This is an optimization exercise on Yosys and OpenROAD, whose aim is small area, a short achievable clock period and few clock cycles, not a production implementation. In this exercise RTL edits were held to simulation tests only and were not proved equivalent to the original. Power figures rest on the tool's default switching activity, not on a simulated workload.

[design/flow/run.sh]
#!/bin/bash
# synth_recipe.tcl (not shown) runs the flow's synth.tcl, then flattens the netlist and writes it again
# the make line also repeats each setting of config.mk as NAME=value (left out here)
make -C /OpenROAD-flow-scripts/flow DESIGN_CONFIG=/design/flow/config.mk WORK_HOME=/design/flow/orfs CLKGATE_MAP_FILE= SYNTH_SCRIPT=/design/flow/synth_recipe.tcl finish
[design/flow/config.mk]
export PLATFORM = sky130hd
export DESIGN_NAME = cdb_core
export DESIGN_NICKNAME = cdb_core
export VERILOG_FILES = /design/flow/design.v
export SDC_FILE = /design/flow/constraint.sdc
export NUM_CORES = 4
export LEC_CHECK = 0
export CAP_MARGIN = 10
export CORE_MARGIN = 2
export CORE_UTILIZATION = 40
export PLACE_DENSITY = 0.55
export SETUP_SLACK_MARGIN = 5
export SLEW_MARGIN = 10
export TNS_END_PERCENT = 100
[design/flow/constraint.sdc]
create_clock -name core_clock -period 12.0 [get_ports {clk}]
set_input_delay 2.4000 -clock core_clock [delete_from_list [all_inputs] [get_ports {clk}]]
set_output_delay 2.4000 -clock core_clock [all_outputs]
set_load 0.01 [all_outputs]
[design/flow/design.v]
module cdb_core (
    input  wire        clk,
    input  wire        rst,           
    output wire        mem_req,
    output wire        mem_we,
    output wire [15:0] mem_addr,
    output wire [7:0]  mem_wdata,
    input  wire        mem_ready,
    input  wire [7:0]  mem_rdata,
    output wire        out_valid,     
    output wire [7:0]  out_data,
    output wire        done,          
    output reg         terminated,    
    output reg  [2:0]  fault_cause,   
    output wire [15:0] fault_pc,      
    output wire [16:0] fault_info,
    input  wire [5:0]  rr_id,         
    output wire [15:0] rr_data
);
    localparam [3:0] S_OP    = 4'd0;    
    localparam [3:0] S_FET   = 4'd1;    
    localparam [3:0] S_EXEC  = 4'd2;    
    localparam [3:0] S_ITER  = 4'd3;    
    localparam [3:0] S_PUSH2 = 4'd4;
    localparam [3:0] S_POP2  = 4'd5;
    localparam [3:0] S_MSET2 = 4'd6;
    localparam [3:0] S_RD1   = 4'd7;
    localparam [3:0] S_RD2   = 4'd8;
    localparam [3:0] S_RD3   = 4'd9;
    localparam [3:0] S_RD4   = 4'd10;
    localparam [3:0] S_FIX   = 4'd11;   
    localparam [3:0] S_STOP  = 4'd12;
    localparam [2:0] F_OOB     = 3'd1;
    localparam [2:0] F_ARITH   = 3'd2;
    localparam [2:0] F_INVREG  = 3'd3;
    localparam [2:0] F_ILLEGAL = 3'd4;
    reg [15:0] rf [0:15];
    wire [15:0] ipt = rf[0];
    wire [15:0] spt = rf[1];
    wire [15:0] ac1 = rf[2];
    wire [15:0] ac2 = rf[3];
    wire [15:0] tst = rf[4];
    wire [15:0] inp = rf[5];
    reg  [3:0]  state;
    reg  [7:0]  op;
    reg  [2:0]  bidx;        
    reg  [15:0] va, vb;      
    reg  [7:0]  rid;         
    reg  [3:0]  cnt;         
    reg         ovf;         
    reg         efault;      
    reg         a_ipt;       
    wire st_op    = (state == S_OP);
    wire st_fet   = (state == S_FET);
    wire st_exec  = (state == S_EXEC);
    wire st_iter  = (state == S_ITER);
    wire st_push2 = (state == S_PUSH2);
    wire st_pop2  = (state == S_POP2);
    wire st_mset2 = (state == S_MSET2);
    wire st_rd1   = (state == S_RD1);
    wire st_rd2   = (state == S_RD2);
    wire st_rd3   = (state == S_RD3);
    wire st_rd4   = (state == S_RD4);
    wire st_fix   = (state == S_FIX);
    wire st_stop  = (state == S_STOP);
    assign done     = st_stop;
    assign fault_pc = ipt;
    function f_legal;
        input [7:0] o;
        f_legal = (o <= 8'h6A) && (o[7:2] != 6'b001001);
    endfunction
    function f_two;
        input [7:0] o;
        f_two = (o <= 8'h4F) || (o[7:2] == 6'b011000);
    endfunction
    function [2:0] f_len;
        input [7:0] o;
        begin
            if (f_two(o))
                f_len = {~(o[1] & o[0]), o[1] & o[0], ~(o[1] ^ o[0])};
            else if (o[7:4] == 4'h5)
                f_len = {1'b0, 1'b1, ~o[0]};
            else
                f_len = 3'd1;
        end
    endfunction
    wire        two     = f_two(op);
    wire        one     = (op[7:4] == 4'h5);
    wire        a_reg   = two ? op[1] : op[0];
    wire        b_reg   = two & op[0];
    wire [2:0]  len     = f_len(op);
    wire [2:0]  bstart  = a_reg ? 3'd2 : 3'd3;
    wire        is_abyte   = one | (bidx < bstart);
    wire        is_regbyte = (bidx == 3'd1 && a_reg && (two || one)) ||
                             (b_reg && bidx == bstart);
    wire        last_byte  = (bidx + 3'd1 == len);
    wire [3:0]  bk      = op[5:2];
    wire        c_bin   = (op[7:6] == 2'b00) && (op[5:3] != 3'b111);    
    wire        c_logic = c_bin && (bk[3:2] == 2'b00);
    wire        c_shl   = c_bin && (bk == 4'd4);
    wire        c_shr   = c_bin && (bk == 4'd5);
    wire        c_shift = c_shl | c_shr;
    wire        c_add   = c_bin && (bk == 4'd6);
    wire        c_sub   = c_bin && (bk == 4'd7);
    wire        c_mul   = c_bin && (bk == 4'd8);
    wire        c_div   = c_bin && (bk == 4'd10);
    wire        c_mod   = c_bin && (bk == 4'd11);
    wire        c_dm    = c_div | c_mod;
    wire        c_min   = c_bin && (bk == 4'd12);
    wire        c_max   = c_bin && (bk == 4'd13);
    wire        c_cmp   = (op >= 8'h38) && (op <= 8'h4F);
    wire        c_un    = (op[7:3] == 5'b01010) && (op[2:1] != 2'b11);  
    wire        c_inv   = c_un && (op[2:1] == 2'd0);
    wire        c_dec   = c_un && (op[2:1] == 2'd2);
    wire        c_push  = (op[7:1] == 7'b0101011);
    wire        c_jmp   = (op >= 8'h58) && (op <= 8'h5D);
    wire        c_wr    = (op[7:1] == 7'b0101111);
    wire        c_mset  = (op[7:2] == 6'b011000);
    wire        c_swap  = (op == 8'h64);
    wire        c_pop   = (op == 8'h65);
    wire        c_peek  = (op == 8'h66);
    wire        c_pp    = c_pop | c_peek;
    wire        c_flush = (op == 8'h67);
    wire        c_read  = (op == 8'h68);
    wire        c_nop   = (op == 8'h69);
    wire        c_term  = (op == 8'h6A);
    wire        taken   = (op[2:1] == 2'd0) || (op[2:1] == 2'd1 && tst != 16'd0) ||
                          (op[2:1] == 2'd2 && tst == 16'd0);
    wire        jtake   = st_exec & c_jmp & taken;
    wire [15:0] oaddr   = jtake ? va : ipt;
    wire        oinp    = (oaddr[15:1] == 15'h7778);
    wire [16:0] inc17   = {1'b0, oaddr} + {16'd0, !done};
    wire [15:0] inc     = inc17[15:0];
    wire x_acc  = st_iter & c_mul;
    wire x_div  = st_iter & c_dm;
    wire x_spt  = (st_exec & (c_push | c_pp)) | st_push2 | st_pop2;
    wire x_inp  = st_rd2;
    wire x_ipt  = st_fix;
    wire x_zero = st_exec & (c_mul | c_mset);
    wire x_va   = !(x_acc | x_div | x_spt | x_inp | x_ipt | x_zero);
    wire [15:0] X = ({16{x_va}}  & va) |
                    ({16{x_acc}} & ac1) |
                    ({16{x_div}} & {ac1[14:0], va[15]}) |
                    ({16{x_spt}} & spt) |
                    ({16{x_inp}} & {8'h00, inp[7:0]}) |
                    ({16{x_ipt}} & ipt);
    wire alu_sub = c_sub | c_dec | c_cmp | c_min | c_max | c_dm |
                   (c_pp & !(st_pop2 & c_peek)) | st_fix;
    wire alu_cin = alu_sub | (st_exec & c_mset);
    wire [15:0] Y    = vb ^ {16{alu_sub}};
    wire [16:0] sum17 = {1'b0, X} + {1'b0, Y} + {16'd0, alu_cin};
    wire [15:0] sum  = sum17[15:0];
    wire        cout = sum17[16];
    wire        lt   = !cout;                 
    wire        eq   = (va == vb);
    wire [1:0]  lf = c_un ? 2'd2 : bk[1:0];
    wire [15:0] logic_res = (lf == 2'd0) ? (va & vb) :
                            (lf == 2'd1) ? (va | vb) :
                            (lf == 2'd2) ? ~(va ^ vb) : (va ^ vb);
    reg cmp_bit;
    always @* begin
        case (op[5:2])
            4'hE:    cmp_bit = cout & !eq;    
            4'hF:    cmp_bit = lt;            
            4'h0:    cmp_bit = cout;          
            4'h1:    cmp_bit = lt | eq;       
            4'h2:    cmp_bit = eq;            
            default: cmp_bit = !eq;           
        endcase
    end
    wire        mul_fin  = (va[15:1] == 15'd0) || (vb[14:0] == 15'd0);
    wire        div_ok   = ac1[15] | cout;
    wire        div_skip = (ac1 == 16'd0) && (va[15:12] == 4'd0) && (cnt <= 4'd12);
    wire [4:0]  cnt_sum  = {1'b0, cnt} + (div_skip ? 5'd4 : 5'd1);
    wire        div_fin  = cnt_sum[4];
    wire        dm_zero  = (vb == 16'd0);
    wire        ex_skip  = (va[15:12] == 4'd0) & !lt;
    wire [3:0]  sh_rem   = st_exec ? vb[3:0] : cnt;
    wire        sh_big   = (vb[15:4] != 12'd0);
    wire        sh_four  = (sh_rem[3:2] != 2'd0);
    wire        sh_one   = !sh_four && (sh_rem != 4'd0);
    wire [3:0]  sh_left  = sh_rem - (sh_four ? 4'd4 : {3'd0, sh_one});
    wire        sh_fin   = (sh_left == 4'd0) || (st_exec && sh_big);
    wire        vs_left = c_shl | c_dm;
    wire        vs_4    = c_dm ? (st_exec ? ex_skip : div_skip) : (c_shift & sh_four);
    wire        vs_1    = c_dm ? (st_iter & !div_skip) : (c_mul | (c_shift & sh_one));
    wire        vs_bit  = c_dm & div_ok;
    wire [15:0] vsh = vs_4 ? (vs_left ? {va[11:0], 4'd0} : {4'd0, va[15:4]}) :
                      vs_1 ? (vs_left ? {va[14:0], vs_bit} : {1'b0, va[15:1]}) : va;
    wire it_mul   = (st_exec | st_iter) & c_mul;
    wire it_shift = (st_exec | st_iter) & c_shift;
    wire it_dm    = st_iter & c_dm;
    wire iter_fin = (c_mul & mul_fin) | (c_dm & div_fin) | (c_shift & sh_fin);
    wire ex_un_ipt = c_un & op[0] & (rid == 8'd0);
    wire ex_simple = c_logic | c_add | c_sub | c_min | c_max | c_cmp | c_jmp |
                     c_wr | c_swap | c_flush | c_nop | (c_un & !ex_un_ipt) |
                     (c_shift & sh_fin) | (c_mul & mul_fin) |
                     (c_dm & !dm_zero & lt);
    wire retire  = (st_exec & ex_simple) | (st_iter & iter_fin);
    wire ofetch  = st_op | (retire & !oinp);
    wire ex_mem  = c_push | c_pp | c_mset | c_read;
    wire fetch_inp = oinp & (st_op | st_fet | st_iter | (st_exec & !ex_mem));
    wire [7:0] fbyte = fetch_inp ? (oaddr[0] ? inp[15:8] : inp[7:0]) : mem_rdata;
    wire ok_op    = ofetch & (oinp | mem_ready);
    wire fb_legal = f_legal(fbyte);
    wire [2:0] fb_len = f_len(fbyte);
    wire op_good  = ok_op & fb_legal;
    wire op_bad   = ok_op & !fb_legal;
    wire ok_fet   = st_fet & !ovf & (oinp | mem_ready);
    wire bad_reg  = is_regbyte & (fbyte > 8'd37);
    wire fet_good = ok_fet & !bad_reg;
    wire push_oob = (spt > 16'h0FFE);
    wire pop_oob  = (spt < 16'd2) || (spt > 16'h1000);
    wire mset_b   = a_reg & (rid >= 8'd16);
    wire mset_oob = !mset_b & (vb == 16'hFFFF);
    wire ex_fault = st_exec & ((c_dm & dm_zero) | (c_push & push_oob) |
                               (c_pp & pop_oob) | (c_mset & mset_oob));
    wire fet_fault = st_fet & (ovf | (ok_fet & bad_reg));
    wire ex_push  = st_exec & c_push & !push_oob;
    wire ex_pp    = st_exec & c_pp & !pop_oob;
    wire ex_mset  = st_exec & c_mset & !mset_oob;
    wire ex_read  = st_exec & c_read;
    wire mset_any = ex_mset | st_mset2;
    wire ainp     = (vb[15:1] == 15'h7778);
    wire mset_go  = mset_any & (ainp | mem_ready);
    wire mset_inpw = mset_any & ainp;
    wire a_o     = st_op | st_fet | st_iter | (st_exec & !ex_mem);
    wire a_stk   = (st_exec & (c_push | c_pp)) | st_push2 | st_pop2;
    wire a_vb    = (st_exec & c_mset) | st_mset2;
    wire a_rd    = (st_exec & c_read) | st_rd1 | st_rd3 | st_rd4;
    wire [11:0] stk = c_push ? spt[11:0] : (spt[11:0] - 12'd1);
    assign mem_addr = ({16{a_o}}   & oaddr) |
                      ({16{a_stk}} & {4'hF, stk}) |
                      ({16{a_vb}}  & vb) |
                      ({16{a_rd}}  & {12'hEEF, 3'b001, st_rd1 | st_rd4}) |
                      ({16{st_rd2}} & {8'hEF, inp[7:0]});
    assign mem_req = (a_o & !oinp & !(st_fet & ovf)) |
                     ex_push | st_push2 | ex_pp | st_pop2 |
                     (mset_any & !ainp) |
                     ex_read | st_rd1 | st_rd2 | st_rd3 | st_rd4;
    assign mem_we    = ex_push | st_push2 | mset_any | st_rd3 | st_rd4;
    wire   wd_hi_sel = st_push2 | st_mset2 | st_rd4;
    wire [7:0] wbyte = wd_hi_sel ? va[15:8] : va[7:0];
    assign mem_wdata = (st_rd3 | st_rd4) ? (wbyte - 8'd1) : wbyte;
    wire ex_w_ac1 = c_logic | c_add | c_sub | c_min | c_max |
                    (c_un & !op[0]) | c_swap | (c_shift & sh_fin) | c_mul |
                    (c_dm & !dm_zero);
    wire spt_step = (ex_push | st_push2 | ex_pp | st_pop2) & mem_ready;
    wire w_en = (st_exec & (ex_w_ac1 | c_cmp | (c_un & op[0] & !ex_un_ipt) | c_flush)) |
                (st_iter & (c_mul | c_dm | (c_shift & sh_fin))) |
                spt_step |
                (st_rd2 & mem_ready) |
                mset_inpw;
    wire w_rid  = st_exec & c_un & op[0];
    wire w_tst  = st_exec & c_cmp;
    wire w_spt  = (st_exec & c_flush) | spt_step;
    wire w_inp  = st_rd2 | mset_inpw;
    wire [5:0] w_id = w_rid ? rid[5:0] :
                      w_tst ? 6'd4 :
                      w_spt ? 6'd1 :
                      w_inp ? {5'b01000, mset_inpw & vb[0]} : 6'd2;
    wire r_logic = st_exec & (c_logic | c_inv);
    wire r_sum   = (st_exec & ((c_un & !c_inv) | c_add | c_sub)) |
                   spt_step | st_rd2 | st_fix |
                   (it_mul & va[0]) |
                   (it_dm & div_ok & !(div_fin & c_div));
    wire r_x     = (it_mul & !va[0]) |
                   (it_dm & !div_ok & !(div_fin & c_div)) |
                   (st_exec & c_dm & lt & c_mod) |
                   (st_exec & ((c_min & lt) | (c_max & !lt) | c_jmp));
    wire r_vb    = st_exec & ((c_min & !lt) | (c_max & lt));
    wire r_vsh   = (it_shift & !(st_exec & sh_big)) |
                   (it_dm & div_fin & c_div);
    wire r_ac2   = st_exec & c_swap;
    wire r_cmp   = st_exec & c_cmp;
    wire r_mset  = mset_any;
    wire [15:0] res = ({16{r_logic}} & logic_res) |
                      ({16{r_sum}}   & sum) |
                      ({16{r_x}}     & X) |
                      ({16{r_vb}}    & vb) |
                      ({16{r_vsh}}   & vsh) |
                      ({16{r_ac2}}   & ac2) |
                      ({15'd0, r_cmp & cmp_bit}) |
                      ({16{r_mset}}  & {8'h00, mem_wdata});
    wire        w_sub  = w_id[5] | w_id[4];
    wire [3:0]  w_full = w_sub ? (w_id[4:1] + 4'd13) : w_id[3:0];
    wire [15:0] wd     = rst ? 16'd0 : res;
    wire [7:0]  wd_lo  = wd[7:0];
    wire [7:0]  wd_hi  = w_sub ? wd[7:0] : wd[15:8];
    wire        ld_ac1  = ((st_pop2 | st_rd2) & mem_ready) & !rst;
    wire [15:0] memload = {st_rd2 ? 8'h00 : va[15:8], mem_rdata};
    wire        ld_ac2  = st_exec & c_swap & !rst;
    genvar g;
    generate
        for (g = 1; g < 16; g = g + 1) begin : g_rf
            wire sel   = w_en && (w_full == g);
            wire en_lo = rst || (sel && (!w_sub || !w_id[0]));
            wire en_hi = rst || (sel && (!w_sub ||  w_id[0]));
            wire [15:0] d;
            wire ex;
            if (g == 2) begin : g_ac1
                assign d  = ld_ac1 ? memload : {wd_hi, wd_lo};
                assign ex = ld_ac1;
            end else if (g == 3) begin : g_ac2
                assign d  = ld_ac2 ? ac1 : {wd_hi, wd_lo};
                assign ex = ld_ac2;
            end else begin : g_gen
                assign d  = {wd_hi, wd_lo};
                assign ex = 1'b0;
            end
            always @(posedge clk) begin
                if (en_lo || ex) rf[g][7:0]  <= d[7:0];
                if (en_hi || ex) rf[g][15:8] <= d[15:8];
            end
        end
    endgenerate
    wire ipt_inc = ok_op | fet_good;
    wire ipt_res = (st_exec & c_un & ex_un_ipt) | st_fix | (jtake & !ok_op);
    always @(posedge clk) begin
        if (rst)          rf[0] <= 16'd0;
        else if (ipt_inc) rf[0] <= inc;
        else if (ipt_res) rf[0] <= res;
    end
    wire        pinp = (ipt[15:1] == 15'h7778);
    wire [5:0]  pfb  = pinp ? (ipt[0] ? inp[13:8] : inp[5:0]) : mem_rdata[5:0];
    wire [5:0]  pid  = done ? rr_id : pfb;
    wire        psub = pid[5] | pid[4];
    reg  [15:0] psel;
    integer     k;
    always @* begin
        psel = ({16{!psub && pid[3:0] == 4'd0}} & inc);
        for (k = 1; k < 16; k = k + 1)
            if ((!psub && pid[3:0] == k) ||
                (k >= 5 && psub && pid[5:1] == k + 3))
                psel = psel | rf[k];
    end
    wire [15:0] port = psub ? {8'h00, pid[0] ? psel[15:8] : psel[7:0]} : psel;
    assign rr_data = port;
    wire fa      = fet_good & is_abyte;
    wire fb      = fet_good & !is_abyte;
    wire va_L    = (fa & !is_regbyte) | (ex_pp & mem_ready);
    wire va_P    = fa & is_regbyte;
    wire va_I    = a_ipt & fb;
    wire va_RL   = ex_read & mem_ready;
    wire va_RH   = st_rd1 & mem_ready;
    wire va_S    = it_mul | it_shift | (st_exec & c_dm) | it_dm;
    wire [7:0] va_lo_d = ({8{va_L}}  & va[15:8]) |
                         ({8{va_P}}  & port[7:0]) |
                         ({8{va_I}}  & inc[7:0]) |
                         ({8{va_RL}} & fbyte) |
                         ({8{va_S}}  & vsh[7:0]);
    wire [7:0] va_hi_d = ({8{va_L | va_RH}} & fbyte) |
                         ({8{va_P}}  & port[15:8]) |
                         ({8{va_I}}  & inc[15:8]) |
                         ({8{va_S}}  & vsh[15:8]);
    wire va_lo_en = va_L | va_P | va_I | va_RL | va_S;
    wire va_hi_en = va_L | va_P | va_I | va_RH | va_S;
    wire any_fault = op_bad | fet_fault | ex_fault;
    wire fb_inv  = (fbyte[7:1] == 7'b0101000);
    wire [2:0] vsmall = ok_op ? {2'b00, !fb_inv} : (st_fet ? bidx : len);
    wire vb_C    = ok_op | any_fault;
    wire vb_L    = fb & !is_regbyte;
    wire vb_P    = fb & is_regbyte;
    wire vb_M    = !vb_C & it_mul;
    wire vb_A    = ex_mset & mset_go & !mset_b;
    wire [15:0] vb_d = ({16{vb_C}} & {13'd0, vsmall}) |
                       ({16{vb_L}} & {fbyte, vb[15:8]}) |
                       ({16{vb_P}} & port) |
                       ({16{vb_M}} & {vb[14:0], 1'b0}) |
                       ({16{vb_A}} & sum);
    wire vb_en   = vb_C | vb_L | vb_P | vb_M | vb_A;
    reg [3:0] nstate;
    always @* begin
        nstate = state;
        if (st_op | retire) begin
            nstate = !ok_op ? S_OP :
                     !fb_legal ? S_FIX :
                     (fbyte == 8'h6A) ? S_STOP :
                     (fb_len == 3'd1) ? S_EXEC : S_FET;
        end else if (st_fet) begin
            if (fet_fault)                    nstate = S_FIX;
            else if (ok_fet && last_byte)     nstate = S_EXEC;
        end else if (st_exec) begin
            if (ex_fault)                     nstate = S_FIX;
            else if (ex_un_ipt)               nstate = S_OP;
            else if (c_shift | c_mul | c_dm)  nstate = S_ITER;
            else if (c_term)                  nstate = S_STOP;
            else if (c_push)                  nstate = mem_ready ? S_PUSH2 : S_EXEC;
            else if (c_pp)                    nstate = mem_ready ? S_POP2 : S_EXEC;
            else if (c_mset)                  nstate = !mset_go ? S_EXEC :
                                                       mset_b ? S_OP : S_MSET2;
            else if (c_read)                  nstate = !mem_ready ? S_EXEC :
                                                       (mem_rdata != 8'd0) ? S_RD2 : S_RD1;
        end else if (st_push2 | st_pop2 | st_rd4) begin
            if (mem_ready) nstate = S_OP;
        end else if (st_mset2) begin
            if (mset_go) nstate = S_OP;
        end else if (st_rd1) begin
            if (mem_ready) nstate = (mem_rdata != 8'd0) ? S_RD2 : S_OP;
        end else if (st_rd2) begin
            if (mem_ready) nstate = S_RD3;
        end else if (st_rd3) begin
            if (mem_ready) nstate = (va[7:0] == 8'd0) ? S_RD4 : S_OP;
        end else if (st_fix) begin
            nstate = S_STOP;
        end
    end
    wire [2:0] fcause = op_bad ? F_ILLEGAL :
                        st_fet ? (ovf ? F_OOB : F_INVREG) :
                        (c_dm ? F_ARITH : F_OOB);
    wire [16:0] fpush = {1'b0, spt} + 17'h0F000;
    wire [16:0] fpop  = {1'b0, spt} + 17'h0EFFE;
    wire [16:0] fstk  = c_push ? fpush : fpop;
    assign fault_info = (fault_cause == F_OOB) ?
                            (!efault ? 17'h10000 : c_mset ? 17'h0FFFF : fstk) :
                        (fault_cause == F_INVREG) ? {9'd0, rid} : {9'd0, op};
    assign out_valid = st_exec & c_wr & (va[15:7] == 9'd0);
    assign out_data  = va[7:0];
    wire cnt_en = (st_exec & (c_shift | c_dm)) | it_shift | it_dm;
    wire [3:0] cnt_d = c_shift ? sh_left :
                       st_exec ? {1'b0, ex_skip, 2'b00} : cnt_sum[3:0];
    always @(posedge clk) begin
        if (rst) begin
            state       <= S_OP;
            terminated  <= 1'b0;
            fault_cause <= 3'd0;
        end else begin
            state <= nstate;
            if ((st_exec & c_term) | (op_good & fbyte == 8'h6A))
                terminated <= 1'b1;
            if (any_fault)        fault_cause <= fcause;
        end
        if (any_fault) efault <= st_exec;
        if (va_lo_en) va[7:0]  <= va_lo_d;
        if (va_hi_en) va[15:8] <= va_hi_d;
        if (vb_en)    vb       <= vb_d;
        if (ok_op)    op       <= fbyte;
        if (ipt_inc)  ovf      <= inc17[16];
        if (ok_op)
            bidx <= 3'd1;
        else if (ok_fet)
            bidx <= bidx + 3'd1;
        if ((fa & is_regbyte) | (ok_fet & bad_reg)) rid <= fbyte;
        if (ok_op)
            a_ipt <= 1'b0;
        else if (fa & is_regbyte)
            a_ipt <= (fbyte == 8'd0);
        if (cnt_en) cnt <= cnt_d;
    end
endmodule
==> results of run 1 <==
-- layout make-up --
class	instances	area [sq um]
repair buffers	363	3213
flip-flops and latches	322	9402
multi-input cells	2039	15020
diodes	7	17.52
clock buffers	48	998.5
clock inverters	22	304.0
fillers	5610	29770
inverters	106	429.2
well taps	782	978.4
repair inverters	1	5.005
-- state kept, by name, indices dropped and copies added (netlist names), 4 cells and up --
| register | cells |
|---|---|
| rf | 256 |
| va | 16 |
| vb | 16 |
| op | 8 |
| rid | 8 |
| cnt | 4 |
| state | 4 |
-- cell usage in the layout, fill, tap and decap left out, types with 26 or more instances in the layout --
cell,netlist,layout
edfxtp_1,294,294
nand2_1,273,260
buf_4,12,231
nor2_1,222,203
o21ai_0,162,153
a21oi_1,134,130
inv_1,102,94
clkdlybuf4s50_1,0,76
ha_1,75,74
nand3_1,66,65
a222oi_1,56,56
xnor2_1,58,54
nor3_1,61,51
mux2i_1,61,48
a221o_1,44,42
clkbuf_16,0,40
a21o_1,35,34
o211ai_1,34,34
nand2b_1,35,33
mux2_2,37,30
a211oi_1,38,30
o22ai_1,30,28
nand4_1,27,27
nor4_1,33,26
-- how the worst max path moves through the flow --
stage / from / end / slack (ns) / depth (start not counted)
after floorplan: mem_rdata[3] / rr_data[3] / 5.01 / 10
final: mem_rdata[1] / rr_data[4] / 4.44 / 12
after detailed placement: state[1] / rr_data[3] / 2.64 / 18
after global routing: mem_rdata[1] / rr_data[4] / 4.47 / 12
after CTS: mem_rdata[1] / rr_data[4] / 4.57 / 12
after global placement: state[1] / rr_data[3] / 2.54 / 18
-- power by group --
group,internal [mW],leakage [nW],switching (mW),total (mW)
clock network,0.709,0.619,0.520,1.23
logic,1.36,7.38,2.61,3.97
registers,1.65,3.21,0.456,2.11
total,3.72,11.2,3.59,7.31
-- layer usage --
layer / track usage, % / routed length, microns / share of wire, %
met1: 52.09 / 50630 / 36
met2: 66.97 / 60680 / 43
met3: 13.83 / 16800 / 12
met4: 33.86 / 14080 / 9.9
met5: 0 / 14 / 0.0098
-- critical path, cell delays in order --
cell and delay, ns:
buf_12 0.09, nand2b_4 0.12, nand2_2 0.05, mux2_4 0.30, and2_4 0.17, a222oi_1 0.72
a2bb2oi_1 0.22, o211ai_1 0.22, and4b_2 0.40, buf_6 0.12, o2bb2a_4 0.20, buf_6 0.14
-- cells in the mapped netlist (all sizes together) (26+ instances only) --
cell	number	area share, %
buf	42	0.99
nor2	223	3.5
nor4	39	1.2
a221oi	32	1.2
a31oi	26	0.70
and2	28	0.74
nand3	66	1.4
clkbuf	151	2.3
o22ai	30	0.77
mux2i	61	2.5
a222oi	56	2.3
a211oi	40	1.3
nand2	275	4.3
xnor2	58	2.1
o21ai	168	3.5
dfxtp	28	2.3
a221o	44	1.8
edfxtp	294	36
nor3	61	1.3
nand2b	35	0.90
o211ai	35	1.1
a21oi	134	2.8
ha	75	3.9
a21o	35	1.1
inv	105	1.6
mux2	40	1.9
nand4	27	0.70
-- cells by family after synthesis --
| group | Yosys count |
|---|---|
| and+or+nand+nor | 896 |
| AOI/OAI and AO/OA | 879 |
| DFF | 322 |
| buffers and inverters | 299 |
| muxes | 101 |
| xor gates and xnor gates | 83 |
| adders and majority gates | 77 |
-- repair_timing --
action	in CTS	in global routing
endpoints found under the hold margin	0	0
gates resized for setup	370	60
pin swaps	82	35
endpoints found under the setup margin	369	286
buffers inserted	115	43
cloned	6	2
==> notes.md, run 1 <==
Period minus WS final 7.560 ns; grt ovf 0; maximum clock insertion buffer count 3; syn_nets 2751; maximum vdd drop 0.1431 mV; RSZ-0062 raised after global routing yes; Placed Instances 3447; setup TNS 0 ns; Final Core Density 50.50%; io pins 106; Slew HR 10.81%; critical path peak fanout 5; chip width 250.1 microns; final setup vio count 0; clock latency on the worst-skew pair 0.59 ns; WHS Path Cells 2; Root Buffer clkbuf_16; asr flop ratio synth 0%; xor/xnor share of the synthesized area 3.000%; initial antenna violation count 7; complex-gate fraction of the synthesized area 26.68%; Starting DRT DRC Count 4692; register area share after synthesis 38.74%; Critical Path AT 5.16 ns; final instance area 30370 sq um; CTS tree yes; Setup CP Type in2out; Mapped Cells 2657; Initial Utilization 40.30%; fin worst setup slack 4.440 ns; routed wire length 142200 microns; # rows 90; R2R Path End vb[1]; clk slew on worst S/H paths 0.06 ns; Synth warnings 2; Placed Area 26280 sq um; FF-to-FF setup slack 4.93 ns; Layout area overhead 25.31%; Final ANT Viol Nets 0; Mapped Avg Cell Area 9.121 sq um; hold_buf cts 0; status complete, no violations; Die ar. 62570 sq um; fin cells 3690; Worst R2R Path Depth 20; GRT Resource Usage Total 44.11%; fin crit share 63.00%; post-synthesis mux area share 4.425%; vias in the first global route 24.65k; Leak 11.22 nW; Fmax 0.1323 GHz; Fin. Hold Viols 0; Final Power 7.307 mW; FF-to-FF Start op[2]; PwrDens 240.6 nW/um^2; Hold Crit Class reg2reg; end of the worst hold path fault_cause[2]; via count 26.52k; first-pass GRT wire length 195000 microns; largest family of logic cells by synthesized area compound AO/OA/AOI/OAI gates; Final Max Tran Viols 0; layout cells sized above 1 21.20%; Synth Area in Simple Gates 18.14%; Die Y-Extent 250.1 microns; max-cap viol count 0; Core ar. 60130 sq um; Most used DFF post-synth edfxtp_1; Slew @ Worst Pin 1.326 ns; Final Skew 0.01184 ns; Post-Place Setup Slack 2.642 ns; #FFs+latches synth 322; Synth cell types 105; # port buffers 105; 1st-pass router iterations 9; CP Capture Type output pin; Post-synth EDFFs 294; Num CTS Buffers 38; cell area after synthesis 24230 sq um; Sink Count 322; Post-Synth Adder-Cell Area 4.038%; H-tree levels 2; post-DP HPWL 105600 microns; largest net degree at the start of global routing 57; CP Launch Type primary input; vias per cell 7.186; Routability Congestion 1.088; final hold slack 0.4778 ns; Critical Path RT 9.60 ns; drt wl/cell 38.54 microns; # DRC 0; Worst Hold Launch fault_cause[2]; fin nets 2965
Testbench counts, summed over its fixed seeds: cycles 297,315.
==> inputs of run 2 (changes only) <==
--- a/design/flow/design.v
+++ b/design/flow/design.v
@@ -52,2 +52,3 @@
     reg         a_ipt;       
+    reg         dlt;         
     wire st_op    = (state == S_OP);
@@ -174,3 +175,3 @@
     wire [4:0]  cnt_sum  = {1'b0, cnt} + (div_skip ? 5'd4 : 5'd1);
-    wire        div_fin  = cnt_sum[4];
+    wire        div_fin  = cnt_sum[4] | dlt;
     wire        dm_zero  = (vb == 16'd0);
@@ -184,4 +185,4 @@
     wire        vs_left = c_shl | c_dm;
-    wire        vs_4    = c_dm ? (st_exec ? ex_skip : div_skip) : (c_shift & sh_four);
-    wire        vs_1    = c_dm ? (st_iter & !div_skip) : (c_mul | (c_shift & sh_one));
+    wire        vs_4    = c_dm ? (st_exec ? ex_skip : (div_skip & !dlt)) : (c_shift & sh_four);
+    wire        vs_1    = c_dm ? (st_iter & !div_skip & !dlt) : (c_mul | (c_shift & sh_one));
     wire        vs_bit  = c_dm & div_ok;
@@ -196,4 +197,3 @@
                      c_wr | c_swap | c_flush | c_nop | (c_un & !ex_un_ipt) |
-                     (c_shift & sh_fin) | (c_mul & mul_fin) |
-                     (c_dm & !dm_zero & lt);
+                     (c_shift & sh_fin) | (c_mul & mul_fin);
     wire retire  = (st_exec & ex_simple) | (st_iter & iter_fin);
@@ -265,6 +265,5 @@
                    (it_mul & va[0]) |
-                   (it_dm & div_ok & !(div_fin & c_div));
+                   (it_dm & !dlt & div_ok & !(div_fin & c_div));
     wire r_x     = (it_mul & !va[0]) |
-                   (it_dm & !div_ok & !(div_fin & c_div)) |
-                   (st_exec & c_dm & lt & c_mod) |
+                   (it_dm & !dlt & !div_ok & !(div_fin & c_div)) |
                    (st_exec & ((c_min & lt) | (c_max & !lt) | c_jmp));
@@ -272,3 +271,3 @@
     wire r_vsh   = (it_shift & !(st_exec & sh_big)) |
-                   (it_dm & div_fin & c_div);
+                   (it_dm & (dlt ? c_mod : (div_fin & c_div)));
     wire r_ac2   = st_exec & c_swap;
@@ -377,3 +376,2 @@
                      !fb_legal ? S_FIX :
-                     (fbyte == 8'h6A) ? S_STOP :
                      (fb_len == 3'd1) ? S_EXEC : S_FET;
@@ -428,4 +426,3 @@
             state <= nstate;
-            if ((st_exec & c_term) | (op_good & fbyte == 8'h6A))
-                terminated <= 1'b1;
+            if (st_exec & c_term) terminated  <= 1'b1;
             if (any_fault)        fault_cause <= fcause;
@@ -448,2 +445,3 @@
         if (cnt_en) cnt <= cnt_d;
+        if (st_exec) dlt <= lt;
     end
==> run 2 against run 1 <==
Compared with the run above: sequential cell count rose by 1; synthesized cell count fell by 1.6%; clock power barely moved; clock-buffer cell count rose by 1; core utilization rose by 0.82 points; register-to-register slack improved by 0.16 ns; power fell by 3.7%; global-route usage fell by 0.36 points; critical path depth rose by 2; die area fell by 3.0%; area after synthesis fell by 3.1%; sequential power rose by 2%; critical endpoint is now rr_data[7].
==> notes.md, run 2 <==
status complete, no violations; Reg power frac 30.7%; Crit path largest cell delay 0.43 ns; Fin. Hold Viols 0; area of the multi-input gates 14160 sq um; Synth area leaders edfxtp_1 38%, nand2_1 4.7%, ha_1 4.0%; Critical Path AT 4.96 ns; 1st-pass router iterations 7; slowest CP cell a22oi_2; Slew @ Worst Pin 1.412 ns; wl on met1 49440 microns; Starting DRT DRC Count 4173; chip width 246.3 microns; NetSw 3.407 mW; Synth cell types 98; Period minus WS final 7.363 ns; vias per cell 7.099; fin crit share 61.35%; routed wire length 135600 microns; Sw Share 48.44%; clk slew on worst S/H paths 0.05 ns; RSZ-0062 raised after global routing yes; Combinational Power Share 52.1%; clock share of power 17.3%; Final ANT Viol Nets 0; max reg flops 256; Root Buffer clkbuf_16; CTS tree yes; Final Skew 0.02339 ns; register area share after synthesis 40.11%; Initial Utilization 40.55%; Final Max Tran Viols 0; Final Power 7.034 mW; largest family of logic cells by synthesized area compound AO/OA/AOI/OAI gates; cell area after synthesis 23490 sq um; Setup CP Type in2out; # rows 88; Leak 10.83 nW; Post-synth EDFFs 295; # port buffers 105; syn_nets 2709; # DRC 0; CP Launch Type primary input; Post-synth top cells 296 x nand2_1, 295 x edfxtp_1, 226 x nor2_1; setup TNS 0 ns; Die Y-Extent 246.3 microns; Top Family by Delay on Critical Path compound AO/OA/AOI/OAI gates; Max Used Layer met5; Most flops, register rf; final hold slack 0.4863 ns; Fmax 0.1358 GHz; io pins 106; initial antenna violation count 10; Synth warnings 2; #FFs+latches synth 323; hold_buf cts 0; Die ar. 60670 sq um; post-DP HPWL 99540 microns; cell with the most instances after synthesis nand2_1; Mapped Avg Cell Area 8.981 sq um; maximum clock insertion buffer count 3; Mapped Cells 2615; first-pass GRT wire length 187000 microns; Synth Area in Simple Gates 18.66%; Num CTS Buffers 40; Final Core Density 51.32%; leading registers by flop count rf x256, va x16, vb x16; clock latency on the worst-skew pair 0.57 ns; commonest non-fill, non-tap cell in the layout edfxtp_1; Post-Place Setup Slack 2.937 ns; critical path peak fanout 4; fin nets 2935; P_int 3.626 mW; Layout area overhead 26.56%; number of fill cells 5439; maximum vdd drop 0.1773 mV; Routability Congestion 1.110; largest net degree at the start of global routing 67; Critical Path RT 9.60 ns; Detail Route met2 WL 58850 microns; layout cells sized above 1 21.11%; via count 25.85k; met3 routed WL 15780 microns; asr flop ratio synth 0%; max-cap viol count 0; vias in the first global route 24.12k; Post-Synth Adder-Cell Area 4.209%; xor/xnor share of the synthesized area 3.133%; Core ar. 57920 sq um; FF-to-FF setup slack 5.09 ns; final setup vio count 0; Yosys top cell area share 37.72%; Most used DFF post-synth edfxtp_1; Sink Count 323; Slew HR 5.444%; critical path, cell by cell buf_12 > a21oi_4 > o31a_1 > buf_6 > nand2_4 > o32ai_4 > nor2b_4 > buf_8 > buf_12 > buf_6 > a222oi_1 > o211a_1 > a22oi_2 > buf_2; grt ovf 0; drt wl/cell 37.24 microns; Hold Crit Class reg2reg; area leader, netlist edfxtp_1; H-tree levels 2; commonest cells after routing, fill and taps aside 295 x edfxtp_1, 282 x nand2_1, 213 x buf_4; Sequential Area 9432 sq um; PwrDens 236.6 nW/um^2; CP Capture Type output pin; complex-gate fraction of the synthesized area 26.14%; GRT Resource Usage Total 43.75%; WP buf/inv 6; post-synthesis mux area share 2.690%; fin worst setup slack 4.637 ns
## run 2: cell families after synthesis
logic type	after synthesis
mux	61
fa+ha+maj	78
flops	323
compound gates	854
simple gates	915
buf+inv	300
xor+xnor	84
## run 2: power groups by stage
stage          Sequential [mW]  Clock [mW]  Combinational, mW
2_1_floorplan             1.83           0               1.82
3_3_place_gp              2.13           0               3.11
3_5_place_dp              2.13           0               3.12
4_1_cts                   2.11        1.21               3.37
5_1_grt                   2.14        1.26               3.77
6_report                  2.16        1.21               3.66
## run 2: timing repair
action,in CTS,in global routing
pin swaps,70,53
endpoints found under the setup margin,316,204
hold endpoints to repair,0,0
setup buffers,118,42
gates resized for setup,364,97
cloned,5,0
## run 2: final cells by class
| cell class | count | area share, % |
|---|---|---|
| multi-input cells | 1993 | 47.65 |
| flip-flops and latches | 323 | 31.73 |
| repair buffers | 376 | 11.66 |
| clock buffers | 49 | 3.515 |
| well taps | 765 | 3.220 |
| inverters | 105 | 1.381 |
| clock inverters | 22 | 0.7409 |
| repair inverters | 2 | 0.05473 |
| diodes | 6 | 0.05052 |
## run 2: path summary, 6_finish.rpt
| check | startpoint | endpoint | cells after the start |
|---|---|---|---|
| hold reg to reg | fault_cause[0] | fault_cause[0] | 2 |
| hold / removal | fault_cause[0] | fault_cause[0] | 2 |
| setup reg to reg | va[2] | va[9] | 14 |
| setup / recovery | mem_rdata[4] | rr_data[7] | 14 |
## run 2: through the flow
step / area [sq um] / instances
6_report: 29720 / 3641
5_1_grt: 29710 / 3635
4_1_cts: 28890 / 3593
3_5_place_dp: 25620 / 3399
3_3_place_gp: 25620 / 3399
2_1_floorplan: 23490 / 2615
## run 2: worst reg2reg max path, delay by kind of cell, from the launching register on
family / cells / cell delay (ns)
compound gates: 6 / 2.64
simple gates: 6 / 2.56
flops: 1 / 0.73
fa+ha+maj: 1 / 0.28
buf+inv: 1 / 0.25
## run 2: routing by layer
metal,track usage [%],vias to the layer above
li1,-,10553
met1,54.31,12675
met2,66.37,2085
met3,11.56,530
met4,30.01,6
met5,0,-
Testbench counts of run 2, summed over its fixed seeds: cycles 298,728.
==> inputs of run 3 (changes only) <==
--- a/design/flow/config.mk
+++ b/design/flow/config.mk
@@ -10,3 +10,3 @@
 export CORE_UTILIZATION = 40
-export PLACE_DENSITY = 0.55
+export PLACE_DENSITY = 0.65
 export SETUP_SLACK_MARGIN = 5
==> run 3 against run 2 <==
Compared with the run above: register-to-register slack worse by 0.10 ns; largest cell class unchanged; sequential power hardly changed; clock power is 9.9% higher; clock-buffer cell count is 8 lower; sequential cell count stayed put; via count is 1.3% higher; critical path depth is 3 lower; area after synthesis stayed put; synthesized cell count stayed put.
==> notes.md, run 3 <==
syn_nets 2709; Fmax 0.1370 GHz; Synth area leaders edfxtp_1 38%, nand2_1 4.7%, ha_1 4.0%; Layout area overhead 26.14%; Yosys top cell area share 37.72%; Mapped Avg Cell Area 8.981 sq um; critical path peak fanout 6; first-pass GRT wire length 182400 microns; Max Used Layer met5; Synth cell types 98; #FFs+latches synth 323; met3 routed WL 17970 microns; layout cells sized above 1 20.56%; Synth warnings 2; cell with the most instances after synthesis nand2_1; Final Power 7.119 mW; Starting DRT DRC Count 5087; maximum vdd drop 0.1932 mV; # rows 88; final setup vio count 0; Setup CP Type in2out; grt ovf 0; drt wl/cell 36.79 microns; post-DP HPWL 96040 microns; Final ANT Viol Nets 0; commonest cells after routing, fill and taps aside 295 x edfxtp_1, 283 x nand2_1, 201 x buf_4; clk slew on worst S/H paths 0.06 ns; Reg power frac 30.3%; Critical Path AT 4.90 ns; status complete, no violations; # port buffers 105; fin nets 2918; chip width 246.3 microns; Initial Utilization 40.55%; CTS tree yes; Post-synth top cells 296 x nand2_1, 295 x edfxtp_1, 226 x nor2_1; Critical Path RT 9.60 ns; register area share after synthesis 40.11%; Final Skew 0.04541 ns; vias per cell 7.228; PwrDens 240.3 nW/um^2; GRT Resource Usage Total 42.41%; Die Y-Extent 246.3 microns; fin crit share 60.83%; # DRC 0; Slew @ Worst Pin 1.345 ns; Num CTS Buffers 39; RSZ-0062 raised after global routing yes; Leak 10.72 nW; CP Launch Type primary input; vias in the first global route 24.07k; Worst Hold Launch fault_cause[0]; via count 26.19k; Fin. Hold Viols 0; NetSw 3.399 mW; 1st-pass router iterations 14; Slew HR 9.754%; max reg flops 256; io pins 106; Worst setup startpoint rr_id[2]; Detail Route met2 WL 54940 microns; initial antenna violation count 6; wl on met1 47180 microns; asr flop ratio synth 0%; Sink Count 323; routed wire length 133300 microns; clock share of power 18.6%; Final Core Density 51.15%; Core ar. 57920 sq um; fin cells 3623; commonest non-fill, non-tap cell in the layout edfxtp_1; P_int 3.720 mW; Post-synth EDFFs 295; Sw Share 47.74%; area leader, netlist edfxtp_1; Die ar. 60670 sq um; Period minus WS final 7.300 ns; Most used DFF post-synth edfxtp_1; Sequential Area 9423 sq um; Routability Congestion 1.092; Placed Instances 3401; area of the multi-input gates 14180 sq um; Most flops, register rf; leading registers by flop count rf x256, va x16, vb x16; cell area after synthesis 23490 sq um; maximum clock insertion buffer count 3; Final Max Tran Viols 0; Root Buffer clkbuf_16; H-tree levels 2; Mapped Cells 2615; max-cap viol count 0; setup TNS 0 ns; FF-to-FF Start op[1]; largest net degree at the start of global routing 61; Combinational Power Share 51.1%; CP Capture Type output pin; Hold Crit Class reg2reg; clock latency on the worst-skew pair 0.60 ns; number of fill cells 5348
==> run 3: cell counts after synthesis <==
Identical to the previous run, type by type.
==> run 3: worst max-delay path, stage by stage <==
cell,delay (ns)
clkdlybuf4s15_2,0.23
or3_1,0.36
a21o_1,0.20
o32ai_2,0.27
nor2b_4,0.22
buf_6,0.13
buf_12,0.12
a222oi_1,0.08
o211a_1,0.16
a22oi_2,0.48
buf_2,0.25
==> run 3: cell type report <==
cell class / count / area share, %
Antenna cell: 3 / 0.02534
Clock buffer: 41 / 3.320
Clock inverter: 31 / 1.466
Inverter: 105 / 1.394
Multi-Input combinational cell: 1995 / 47.86
Sequential cell: 323 / 31.81
Tap cell: 765 / 3.231
Timing Repair Buffer: 358 / 10.84
Timing Repair inverter: 2 / 0.05491
==> run 3: worst paths after layout <==
check                        end  slack (ns)  cells past startpoint
setup / recovery      rr_data[7]        4.70                     11
hold / removal    fault_cause[0]        0.49                      2
hold reg to reg   fault_cause[0]        0.49                      2
setup reg to reg       rf[5][10]        4.99                     24
==> run 3: timing repair <==
action | 4_1_cts | 5_1_grt
setup endpoints to repair | 290 | 225
gates cloned | 6 | 2
hold buffers | 0 | 0
setup buffers | 101 | 37
pin swaps | 82 | 51
gates resized for setup | 365 | 74
==> run 3: power groups by stage <==
stage	sequential, mW	clock (mW)	combinational, mW
finish	2.16	1.33	3.64
global route	2.14	1.37	3.72
CTS	2.10	1.32	3.33
detailed placement	2.12	0	3.04
global placement	2.12	0	3.02
floorplan	1.83	0	1.82
==> run 3: per-layer routing <==
layer | track usage, % | up-vias
met4 | 32.48 | 8
met5 | 0 | -
met3 | 12.14 | 641
li1 | - | 10525
met2 | 61.48 | 2416
met1 | 53.14 | 12598
==> run 3: logic make-up (layout without fill, tap and decap cells) <==
group	after synthesis	count (layout)	share of synthesized area [%]
AOI/OAI and AO/OA	854	855	26.14
other	0	3	0
buffers and inverters	300	537	5.061
DFF	323	323	40.11
muxes	61	62	2.690
adders and majority gates	78	78	4.209
xor gates and xnor gates	84	84	3.133
and+or+nand+nor	915	916	18.66
==> run 3: stage by stage <==
step / worst slack [ns] / cell area, sq um / hold WS [ns]
floorplan: 5.051 / 23490 / 0.4772
global placement: 2.881 / 25610 / 0.4632
detailed placement: 2.983 / 25630 / 0.4822
CTS: 4.799 / 29000 / 0.4939
global route: 4.659 / 29620 / 0.5247
finish: 4.700 / 29620 / 0.4857
==> inputs of run 4 (changes only) <==
--- a/design/flow/config.mk
+++ b/design/flow/config.mk
@@ -10,3 +10,3 @@
 export CORE_UTILIZATION = 40
-export PLACE_DENSITY = 0.65
+export PLACE_DENSITY = 0.7
 export SETUP_SLACK_MARGIN = 5
==> run 4 against run 3 <==
Compared with the run above: non-clock buffer count is 4 lower; synthesized cell count stayed put; setup slack better by 0.021 ns; combinational power hardly changed; hold slack worse by 0.0090 ns; power is 1.9% lower; clock skew is 0.0099 ns lower; sequential power hardly changed; first-iteration DRC count is 0.67% higher; critical endpoint is now rr_data[5]; highest routed layer unchanged.
==> notes.md, run 4 <==
Worst Hold Launch fault_cause[0]; first-pass GRT wire length 184100 microns; fin cells 3614; Slew HR 14.08%; #FFs+latches synth 323; clock latency on the worst-skew pair 0.59 ns; Final Skew 0.03547 ns; # DRC 0; largest net degree at the start of global routing 57; final hold slack 0.4766 ns; Mapped Cells 2615; Post-synth EDFFs 295; Synth cell types 98; Final ANT Viol Nets 0; Leak 10.64 nW; maximum clock insertion buffer count 3; Post-synth top cells 296 x nand2_1, 295 x edfxtp_1, 226 x nor2_1; Synth warnings 2; Mapped Avg Cell Area 8.981 sq um; critical path, cell by cell buf_8 > o211ai_1 > nand2_1 > a22oi_2 > buf_4 > buf_4 > nor3_1 > buf_4 > buf_4 > a22oi_1 > nand4_1 > a211oi_4 > a22o_4 > inv_2 > buf_6; fin crit share 60.65%; Worst setup startpoint mem_rdata[1]; drt wl/cell 37.02 microns; Period minus WS final 7.278 ns; cell area after synthesis 23490 sq um; # rows 88; critical path peak fanout 6; Yosys top cell area share 37.72%; via count 26.12k; H-tree levels 2; Core ar. 57920 sq um; Hold Crit Class reg2reg; CTS tree yes; asr flop ratio synth 0%; clk slew on worst S/H paths 0.06 ns; Sequential Area 9425 sq um; GRT Resource Usage Total 42.91%; Final Max Tran Viols 0; number of fill cells 5382; Num CTS Buffers 38; Fin. Hold Viols 0; Critical Path AT 4.88 ns; Root Buffer clkbuf_16; Placed Instances 3403; Fmax 0.1374 GHz; 1st-pass router iterations 14; final instance area 29450 sq um; syn_nets 2709; hold_buf cts 0; area of the multi-input gates 14140 sq um; Layout area overhead 25.42%; leading registers by flop count rf x256, va x16, vb x16; Die ar. 60670 sq um; routed wire length 133800 microns; Sink Count 323; final setup vio count 0; most used cell, CP buf_4; grt ovf 0; Initial Utilization 40.55%; layout cells sized above 1 20.44%; post-DP HPWL 96520 microns; chip width 246.3 microns; fin nets 2911; Synth area leaders edfxtp_1 38%, nand2_1 4.7%, ha_1 4.0%; Placed Area 25630 sq um; # port buffers 105; CP Capture Type output pin; Slew @ Worst Pin 1.275 ns; max reg flops 256; area leader, netlist edfxtp_1; Setup CP Type in2out; Die Y-Extent 246.3 microns; Most used DFF post-synth edfxtp_1; register area share after synthesis 40.11%; Critical Path RT 9.60 ns; io pins 106; initial antenna violation count 4; cell with the most instances after synthesis nand2_1; status complete, no violations; slowest CP cell a211oi_4; CP Launch Type primary input; vias in the first global route 23.87k; setup TNS 0 ns; Starting DRT DRC Count 5121; Most flops, register rf; Routability Congestion 1.132; vias per cell 7.228; FF-to-FF Start op[2]; Crit path largest cell delay 0.43 ns; PwrDens 237.0 nW/um^2; maximum vdd drop 0.1545 mV; max-cap viol count 0; commonest cells after routing, fill and taps aside 295 x edfxtp_1, 286 x nand2_1, 203 x buf_4; RSZ-0062 raised after global routing yes; commonest non-fill, non-tap cell in the layout edfxtp_1
[run 4: cell counts after synthesis]
Identical to the previous run, type by type.
[run 4: power by group]
| group | leakage (nW) | internal (mW) | switching, mW |
|---|---|---|---|
| registers | 3.22 | 1.68 | 0.464 |
| logic | 6.81 | 1.25 | 2.38 |
| clock network | 0.606 | 0.701 | 0.508 |
| total | 10.6 | 3.63 | 3.35 |
[run 4: routing by layer]
metal | up-vias | wire (microns) | share of wire [%] | global-route usage (%)
li1 | 10517 | - | - | -
met1 | 12615 | 46950 | 35 | 53.41
met2 | 2352 | 55440 | 41 | 63.27
met3 | 633 | 18280 | 14 | 12.25
met4 | 4 | 13070 | 9.8 | 31.47
met5 | - | 28 | 0.021 | 0
[run 4: logic make-up after synthesis]
| kind of cell | after synthesis | share of synthesized area (%) |
|---|---|---|
| compound gates | 854 | 26.14 |
| xor+xnor | 84 | 3.133 |
| fa+ha+maj | 78 | 4.209 |
| buf+inv | 300 | 5.061 |
| flops | 323 | 40.11 |
| mux | 61 | 2.690 |
| simple gates | 915 | 18.66 |
[run 4: worst max-delay path: cells and delay by family]
kind | cells | cell delay, ns
AOI/OAI and AO/OA | 5 | 1.18
and+or+nand+nor | 3 | 0.45
buffers and inverters | 7 | 0.83
[run 4: repair_timing]
action / 4_1_cts / 5_1_grt
gates resized for setup: 398 / 59
pin swaps: 82 / 34
setup endpoints to repair: 333 / 287
setup buffers: 111 / 23
cloned: 4 / 1
[run 4: per-stage QoR]
step                power (mW)  util, %  worst slack [ns]
finish                   6.982    50.86             4.722
CTS                      6.668    50.09             4.828
floorplan                3.649        -             5.051
global route             7.102    50.85             4.682
detailed placement       5.143    44.26             2.826
global placement         5.113    44.25             2.954
[run 4: cell type report]
| class | instances | area share, % |
|---|---|---|
| multi-input combinational | 1993 | 48.01 |
| sequential | 323 | 32.00 |
| timing repair buffer | 354 | 10.89 |
| clock buffer | 44 | 3.305 |
| tap | 765 | 3.250 |
| inverter | 105 | 1.402 |
| clock inverter | 26 | 1.079 |
| timing repair inverter | 2 | 0.04673 |
| antenna | 2 | 0.01699 |
[run 4: final timing paths]
path                         end  slack (ns)  cells past startpoint
hold / removal    fault_cause[0]        0.48                      2
setup / recovery      rr_data[5]        4.72                     15
hold reg to reg   fault_cause[0]        0.48                      2
setup reg to reg      rf[14][11]        4.92                     22
==> inputs of run 5 (changes only) <==
--- a/design/flow/config.mk
+++ b/design/flow/config.mk
@@ -7,8 +7,8 @@
 export LEC_CHECK = 0
-export CAP_MARGIN = 10
+export CAP_MARGIN = 40
 export CORE_MARGIN = 2
-export CORE_UTILIZATION = 40
-export PLACE_DENSITY = 0.7
+export CORE_UTILIZATION = 30
+export PLACE_DENSITY = 0.5
 export SETUP_SLACK_MARGIN = 5
-export SLEW_MARGIN = 10
+export SLEW_MARGIN = 30
 export TNS_END_PERCENT = 100
==> run 5 against run 4 <==
Compared with the run above: still clean on timing, DRC and antenna; non-clock buffer count is 71 higher; clock skew up 0.0099 ns; via count decreased by 0.82%; synthesized cell count did not move; core utilization decreased by 12 points; wire length is 5.5% higher; sequential share of layout area decreased by 0.90 points; fmax decreased by 1.7%; design area is 2.9% higher; largest cell class unchanged; largest power group unchanged.
==> notes.md, run 5 <==
status complete, no violations; Initial Utilization 30.32%; Setup CP Type in2out; Fmax 0.1350 GHz; 1st-pass router iterations 10; via count 25.91k; vias in the first global route 24.14k; Final Max Tran Viols 0; Post-Place Setup Slack 2.850 ns; asr flop ratio synth 0%; # DRC 0; Starting DRT DRC Count 4744; chip width 283.8 microns; #FFs+latches synth 323; Slew @ Worst Pin 0.9907 ns; Sw Share 48.81%; grt ovf 0; RSZ-0062 raised after global routing yes; max reg flops 256; Synth area leaders edfxtp_1 38%, nand2_1 4.7%, ha_1 4.0%; largest net degree at the start of global routing 68; drt wl/cell 35.65 microns; clock share of power 17.1%; Most flops, register rf; setup TNS 0 ns; routed wire length 141100 microns; Post-synth top cells 296 x nand2_1, 295 x edfxtp_1, 226 x nor2_1; final setup vio count 0; first-pass GRT wire length 193600 microns; fin cells 3959; final hold slack 0.4806 ns; fin worst setup slack 4.594 ns; Routability Congestion 1.090; n_diodes 0; Synth warnings 2; critical path peak fanout 7; Slew HR 32.91%; Final ANT Viol Nets 0; Leak 11.05 nW; fin crit share 61.72%; H-tree levels 2; Fin. Hold Viols 0; Mapped Avg Cell Area 8.981 sq um; area of the multi-input gates 14090 sq um; maximum vdd drop 0.1446 mV; Die Y-Extent 283.8 microns; commonest cells after routing, fill and taps aside 295 x edfxtp_1, 283 x nand2_1, 247 x buf_4; area leader, netlist edfxtp_1; max-cap viol count 0; Root Buffer clkbuf_16; clk slew on worst S/H paths 0.06 ns; GRT Resource Usage Total 33.64%; Layout area overhead 29.10%; hold_buf cts 0; PwrDens 234.7 nW/um^2; Period minus WS final 7.406 ns; Combinational Power Share 52.6%; post-DP HPWL 103800 microns; layout cells sized above 1 22.06%; cell area after synthesis 23490 sq um; io pins 106; CP Launch Type primary input; Die ar. 80540 sq um; leading registers by flop count rf x256, va x16, vb x16; # rows 102; syn_nets 2709; Sequential Area 9430 sq um; Core ar. 77470 sq um; CP Capture Type output pin; clock latency on the worst-skew pair 0.61 ns; Hold Crit Class reg2reg; Critical Path AT 5.01 ns; initial antenna violation count 7; cell with the most instances after synthesis nand2_1; Post-synth EDFFs 295; Critical Path RT 9.60 ns; P_int 3.642 mW; CTS tree yes; Placed Instances 3703; Sink Count 323; commonest non-fill, non-tap cell in the layout edfxtp_1; Reg power frac 30.3%; maximum clock insertion buffer count 3; NetSw 3.472 mW; vias per cell 6.544; Mapped Cells 2615; number of fill cells 7751; Final Skew 0.04532 ns; Most used DFF post-synth edfxtp_1; # port buffers 105; register area share after synthesis 40.11%; Num CTS Buffers 40; fin nets 2985; Yosys top cell area share 37.72%; Synth cell types 98
## run 5: repair_timing
| action | CTS | global route |
|---|---|---|
| buffers inserted | 126 | 40 |
| gates cloned | 9 | 0 |
| gates resized for setup | 376 | 62 |
| pin swaps | 82 | 47 |
| setup endpoints to repair | 303 | 155 |
## run 5: worst max-delay path: stages
cell,delay [ns]
buf_12,0.09
a21oi_4,0.04
o31a_1,0.35
buf_4,0.16
buf_4,0.13
a21oi_2,0.14
nor2_1,0.07
buf_6,0.16
a22oi_2,0.11
nand4_1,0.29
a2111oi_4,0.40
buf_4,0.20
buf_6,0.10
o2bb2ai_4,0.14
inv_1,0.06
buf_2,0.14
## run 5: cell type report
type / instances / area share, %
Multi-Input combinational cell: 1994 / 46.47
Sequential cell: 323 / 31.10
Timing Repair Buffer: 425 / 12.50
Tap cell: 1040 / 4.292
Clock buffer: 50 / 3.425
Inverter: 105 / 1.362
Clock inverter: 20 / 0.7965
Timing Repair inverter: 2 / 0.05365
## run 5: layer usage
metal	global-route usage, %	routed length [microns]
met5	0	75
met4	19.55	10390
met3	8.875	16530
met2	51.54	60800
met1	42.64	53340
## run 5: power groups by stage
stage / registers (mW) / logic (mW) / clock network (mW)
2_1_floorplan: 1.83 / 1.82 / 0
3_3_place_gp: 2.13 / 3.14 / 0
3_5_place_dp: 2.13 / 3.18 / 0
4_1_cts: 2.11 / 3.47 / 1.23
5_1_grt: 2.15 / 3.85 / 1.27
6_report: 2.16 / 3.74 / 1.22
## run 5: stage by stage
step	total power, mW	area, sq um	utilization, %
CTS	6.807	29650	38.28
finish	7.115	30320	39.14
floorplan	3.649	23490	-
detailed placement	5.312	26220	33.84
global route	7.267	30320	39.14
global placement	5.271	26030	33.60
## run 5: cells by family after synthesis
kind of cell | after synthesis | share of synthesized area (%)
AO/OA/AOI/OAI | 854 | 26.14
buffers and inverters | 300 | 5.061
XOR/XNOR | 84 | 3.133
flip-flops | 323 | 40.11
AND/OR/NAND/NOR | 915 | 18.66
adder cells (fa/ha/maj) | 78 | 4.209
multiplexers | 61 | 2.690
## run 5: path summary, 6_finish.rpt
check             slack (ns)             end           start  depth (start not counted)
setup / recovery        4.59      rr_data[1]    mem_rdata[4]                         16
hold / removal          0.48  fault_cause[0]  fault_cause[0]                          2
setup reg to reg        5.08       rf[1][12]           op[4]                         22
hold reg to reg         0.48  fault_cause[0]  fault_cause[0]                          2

[re-timing with driven ports]
In the flow no input, the clock included, has a driving cell. The finished layouts below were timed again as built, in two steps.
Step 1, drivers: a clkbuf_16 drives clk and a buf_2 each remaining input, both assumed.
Step 2 times the ports against the registers' clock, not the clock port: input delays grow and output delays shrink by t, the midpoint of the rising clock arrivals with the driver on.
a / b / c = no drivers / after step 1 / after step 2; a / b = the first two.
run	t, ns	setup slack, ns	latest minus earliest clock arrival (ns)	worst data-port slew with drivers (ns)	cell pins on the clock port's net
run 1	0.648	4.440 / 4.375 / 4.375	0.012 / 0.012	0.06	1
run 2	0.629	4.637 / 4.588 / 4.588	0.023 / 0.023	0.06	1
run 3	0.639	4.700 / 4.661 / 4.677	0.045 / 0.045	0.06	1
run 4	0.625	4.722 / 4.682 / 4.682	0.036 / 0.035	0.06	1
run 5	0.655	4.594 / 4.533 / 4.533	0.046 / 0.045	0.06	1
After both steps setup and hold are still met in every run listed. For run 1, which loses most, drivers alone change the setup slack by -0.065 ns; drivers and shift together by -0.065 ns.
